Background: an optimization exercise with open tools, aiming at small area, a short achievable clock period and few clock cycles. Do not read the settings as production practice. Function was checked by simulation only, so behaviour that the tests miss may differ from the original. No activity file was given, so power comes from the tool's default toggle rates.

==> flow/design.v (excerpt) <==
module swath_engine (
    input  wire        clk,
    input  wire        rst,
    input  wire        in_valid,
    output wire        in_ready,
    input  wire [5:0]  in_swath,
    input  wire        in_mirror,
    input  wire [63:0] in_sh_l,
    input  wire [63:0] in_sh_r,
    input  wire [63:0] in_lv_l,
    input  wire [63:0] in_lv_r,
    output wire        ev_valid,
    input  wire        ev_ready,
    output wire [15:0] ev_data,
    output wire        res_valid,
    output wire [6:0]  res_k
);
==> module swath_engine, before the edit <==
module swath_engine (
    input  wire        clk,
    input  wire        rst,
    input  wire        in_valid,
    output wire        in_ready,
    input  wire [5:0]  in_swath,
    input  wire        in_mirror,
    input  wire [63:0] in_sh_l,
    input  wire [63:0] in_sh_r,
    input  wire [63:0] in_lv_l,
    input  wire [63:0] in_lv_r,
    output wire        ev_valid,
    input  wire        ev_ready,
    output wire [15:0] ev_data,
    output wire        res_valid,
    output wire [6:0]  res_k
);
    localparam [2:0] G_IDLE   = 3'd0,    
                     G_SELCOL = 3'd1,
                     G_RCMD   = 3'd2,
                     G_RSEL   = 3'd3,
                     G_DATA   = 3'd4,
                     G_WR     = 3'd5,
                     G_END    = 3'd6;
    localparam [3:0] K_CMD = 4'd1, K_DATA = 4'd2, K_SELCOL = 4'd3,
                     K_SELROW = 4'd4, K_WRITE = 4'd5, K_END = 4'd6;
    wire [63:0] d_l  = in_sh_l ^ in_lv_l;
    wire [63:0] d_r  = in_sh_r ^ in_lv_r;
    wire [63:0] wl_n = in_sh_l & ~in_lv_l;
    wire [63:0] wr_n = in_sh_r & ~in_lv_r;
    wire [63:0] wl_m = in_mirror ? (wl_n | d_r) : wl_n;
    wire [63:0] wr_m = in_mirror ? (wr_n | d_l) : wr_n;
    wire [63:0] any_n   = d_l | d_r;
    wire        blank_n = ~|any_n;
    reg [63:0] any, wl, wr;      
    reg [5:0]  sw;
    reg        full;             
    reg        sb;               
    reg        clr;              
    reg [2:0]  gs;               
    reg        last;             
    reg        bl, br;           
    reg [6:0]  k;                
    reg        gbusy;            
    reg        evv, evend;
    reg [15:0] evd;
    reg        resv;
    reg [6:0]  resk;
    reg [2:0]  cnt;              
    reg        hold;             
    reg [63:0] pre;              
    integer i;
    always @(*) begin
        pre[0] = 1'b0;
        for (i = 1; i < 64; i = i + 1) pre[i] = pre[i-1] | any[i-1];
    end
    wire [63:0] lo = any & ~pre;
    reg  [5:0]  lo_idx;
    integer j;
    always @(*) begin
        lo_idx = 6'd0;
        for (j = 0; j < 64; j = j + 1) lo_idx = lo_idx | ({6{lo[j]}} & j[5:0]);
    end
    wire lo_l  = |(lo & wl);
    wire lo_r  = |(lo & wr);
    wire multi = |(any & pre);   
    wire adv      = ~evv | ev_ready;
    wire ev_end   = evv & ev_ready & evend;      
    wire gen_rsel = adv & (gs == G_RSEL);
    wire take     = in_valid & in_ready;
    wire retire   = full & sb;                   
    wire start    = adv & (gs == G_IDLE) & full & ~sb;
    wire drain    = ~ev_end & (cnt != 3'd0) & ~hold;
    assign in_ready  = (~full | sb) & (cnt <= 3'd4) & ~(gbusy & ~hold & (cnt != 3'd0));
    assign ev_valid  = evv;
    assign ev_data   = evd;
    assign res_valid = resv;
    assign res_k     = resk;
    always @(posedge clk) begin
        if (in_ready) begin
            any <= any_n;
            wl  <= wl_m;
            wr  <= wr_m;
            sw  <= in_swath;
        end else if (clr) begin
            any <= any & pre;
        end
        if (take) sb <= blank_n;
    end
    always @(posedge clk) begin
        if (gen_rsel) begin
            bl   <= lo_l;
            br   <= lo_r;
            last <= ~multi;
        end
        if (start) k <= 7'd0;
        else if (gen_rsel) k <= k + 7'd1;
        if (adv) begin
            case (gs)
                G_IDLE:   evd <= {K_CMD, 12'd0};
                G_SELCOL: evd <= {K_SELCOL, sw, sw};
                G_RCMD:   evd <= {K_CMD, 12'd0};
                G_RSEL:   evd <= {K_SELROW, lo_idx, lo_idx};
                G_DATA:   evd <= {K_DATA, 12'd0};
                G_WR:     evd <= {K_WRITE, 4'd0, {4{br}}, {4{bl}}};
                default:  evd <= {K_END, 12'd0};
            endcase
            evend <= (gs == G_END);
        end
        resk <= ev_end ? k : 7'd0;
    end
    always @(posedge clk) begin
        if (rst) begin
            full  <= 1'b0;
            clr   <= 1'b0;
            gs    <= G_IDLE;
            evv   <= 1'b0;
            gbusy <= 1'b0;
            resv  <= 1'b0;
            cnt   <= 3'd0;
            hold  <= 1'b0;
        end else begin
            clr <= gen_rsel;
            if (adv) begin
                case (gs)
                    G_IDLE: begin
                        evv <= full & ~sb;
                        if (full & ~sb) gs <= G_SELCOL;
                    end
                    G_SELCOL: begin evv <= 1'b1; gs <= G_RCMD; end
                    G_RCMD:   begin evv <= 1'b1; gs <= G_RSEL; end
                    G_RSEL:   begin evv <= 1'b1; gs <= G_DATA; end
                    G_DATA:   begin evv <= 1'b1; gs <= G_WR;   end
                    G_WR:     begin evv <= 1'b1; gs <= last ? G_END : G_RCMD; end
                    default:  begin evv <= 1'b1; gs <= G_IDLE; end
                endcase
            end
            if (take)
                full <= 1'b1;
            else if (retire || (gen_rsel && !multi))
                full <= 1'b0;
            if (start)
                gbusy <= 1'b1;
            else if (ev_end)
                gbusy <= 1'b0;
            resv <= ev_end | drain;
            cnt  <= cnt + {2'd0, retire} - {2'd0, drain};
            if (retire && gbusy && !ev_end)
                hold <= 1'b1;
            else if (ev_end)
                hold <= 1'b0;
        end
    end
endmodule
Settings: LEC_CHECK=0, CAP_MARGIN=20, CORE_MARGIN=2, CORE_UTILIZATION=40, SLEW_MARGIN=20; clock period 10.0 ns.
run.sh (not shown) runs the stock make flow with config.mk's settings and CLKGATE_MAP_FILE= SYNTH_SCRIPT=/design/flow/synth_recipe.tcl, a recipe that flattens the netlist after the stock synthesis.
The baseline ran to the end with no violations.
Testbench counts at the start, summed over its fixed seeds: cycles 19,708.
Then changed:
--- a/flow/design.v
+++ b/flow/design.v
@@ -36,6 +36,4 @@
     reg [5:0]  sw;
     reg        full;             
-    reg        sb;               
-    reg        clr;              
     reg [2:0]  gs;               
     reg        last;             
@@ -43,5 +41,5 @@
     reg [6:0]  k;                
     reg        gbusy;            
-    reg        evv, evend;
+    reg        evv;
     reg [15:0] evd;
     reg        resv;
@@ -62,38 +60,35 @@
         for (j = 0; j < 64; j = j + 1) lo_idx = lo_idx | ({6{lo[j]}} & j[5:0]);
     end
-    wire lo_l  = |(lo & wl);
-    wire lo_r  = |(lo & wr);
-    wire multi = |(any & pre);   
-    wire adv      = ~evv | ev_ready;
-    wire ev_end   = evv & ev_ready & evend;      
-    wire gen_rsel = adv & (gs == G_RSEL);
-    wire take     = in_valid & in_ready;
-    wire retire   = full & sb;                   
-    wire start    = adv & (gs == G_IDLE) & full & ~sb;
-    wire drain    = ~ev_end & (cnt != 3'd0) & ~hold;
-    assign in_ready  = (~full | sb) & (cnt <= 3'd4) & ~(gbusy & ~hold & (cnt != 3'd0));
+    wire lo_l = |(lo & wl);
+    wire lo_r = |(lo & wr);
+    wire adv    = ~evv | ev_ready;
+    wire ev_end = evv & ev_ready & (evd[14:12] == 3'd6);    
+    assign in_ready  = ~full & (cnt != 3'd6) & ~(gbusy & ~hold & (cnt != 3'd0));
+    wire   take      = in_valid & in_ready;
+    wire   take_b    = take & blank_n;
+    wire   take_nb   = take & ~blank_n;
     assign ev_valid  = evv;
     assign ev_data   = evd;
     assign res_valid = resv;
     assign res_k     = resk;
+    wire start = adv & (gs == G_IDLE) & full;
     always @(posedge clk) begin
-        if (in_ready) begin
+        if (take) begin
             any <= any_n;
             wl  <= wl_m;
             wr  <= wr_m;
             sw  <= in_swath;
-        end else if (clr) begin
+        end else if (adv && gs == G_RSEL) begin
             any <= any & pre;
         end
-        if (take) sb <= blank_n;
     end
     always @(posedge clk) begin
-        if (gen_rsel) begin
-            bl   <= lo_l;
-            br   <= lo_r;
-            last <= ~multi;
+        if (adv && gs == G_RSEL) begin
+            bl <= lo_l;
+            br <= lo_r;
         end
+        if (adv && gs == G_DATA) last <= ~|any;
         if (start) k <= 7'd0;
-        else if (gen_rsel) k <= k + 7'd1;
+        else if (adv && gs == G_RSEL) k <= k + 7'd1;
         if (adv) begin
             case (gs)
@@ -106,12 +101,11 @@
                 default:  evd <= {K_END, 12'd0};
             endcase
-            evend <= (gs == G_END);
         end
-        resk <= ev_end ? k : 7'd0;
+        if (ev_end) resk <= k;
+        else        resk <= 7'd0;
     end
     always @(posedge clk) begin
         if (rst) begin
             full  <= 1'b0;
-            clr   <= 1'b0;
             gs    <= G_IDLE;
             evv   <= 1'b0;
@@ -121,10 +115,9 @@
             hold  <= 1'b0;
         end else begin
-            clr <= gen_rsel;
             if (adv) begin
                 case (gs)
                     G_IDLE: begin
-                        evv <= full & ~sb;
-                        if (full & ~sb) gs <= G_SELCOL;
+                        evv <= full;
+                        if (full) gs <= G_SELCOL;
                     end
                     G_SELCOL: begin evv <= 1'b1; gs <= G_RCMD; end
@@ -136,7 +129,7 @@
                 endcase
             end
-            if (take)
+            if (take_nb)
                 full <= 1'b1;
-            else if (retire || (gen_rsel && !multi))
+            else if (adv && gs == G_DATA && ~|any)
                 full <= 1'b0;
             if (start)
@@ -144,7 +137,8 @@
             else if (ev_end)
                 gbusy <= 1'b0;
-            resv <= ev_end | drain;
-            cnt  <= cnt + {2'd0, retire} - {2'd0, drain};
-            if (retire && gbusy && !ev_end)
+            resv <= ev_end | ((cnt != 3'd0) & ~hold);
+            cnt  <= cnt + {2'd0, take_b}
+                        - {2'd0, ~ev_end & (cnt != 3'd0) & ~hold};
+            if (take_b && (gbusy && !ev_end))
                 hold <= 1'b1;
             else if (ev_end)
=>
- die area goes down by 3.7%
- count of clock-buffer cells in the layout drops by 6
- flip-flop and latch count is lower by 3
- core utilization came out higher by 0.37 points
- critical path depth goes up by 12
- clock skew went up by 4.4 ps
- combinational power decreases by 35%
- global-route usage is lower by 0.38 points
- sequential share of layout area went up by 0.50 points
- maximum frequency drops by 14%
- design area decreases by 2.5%
- first-iteration DRC count came out higher by 2.3%
- worst setup slack gets worse by 800 ps
- synthesized area fell by 3.8%
Testbench counts after the change, summed over its fixed seeds: cycles 19,839.

==> port drivers added, routing unchanged <==
How much do the figures lean on ideal ports? The routed layouts below were timed once more, with nothing changed but the port constraints.
Step 1 assumes that a clkbuf_16 drives the clock port and a buf_2 every other input.
Step 2 adds t to the input delays and takes it off the output delays; t is the mean of the earliest and latest rising clock arrival at the registers after step 1. Input paths then give back, and output paths get back, about the clock's delay inside the block.
Three values: ideal ports, drivers, drivers and shift; two values: the first two.
run | shift t [ns] | slack for setup (ns) | worst setup path at the end
the first run | 0.591 | 5.164 / 5.109 / 5.365 | input to register
the second run | 0.595 | 4.363 / 4.393 / 3.798 | input to register
After both steps setup and hold are still met in every run listed. The setup slack of the second run, which loses most, moves by +0.030 ns with the drivers and by -0.565 ns with both steps.
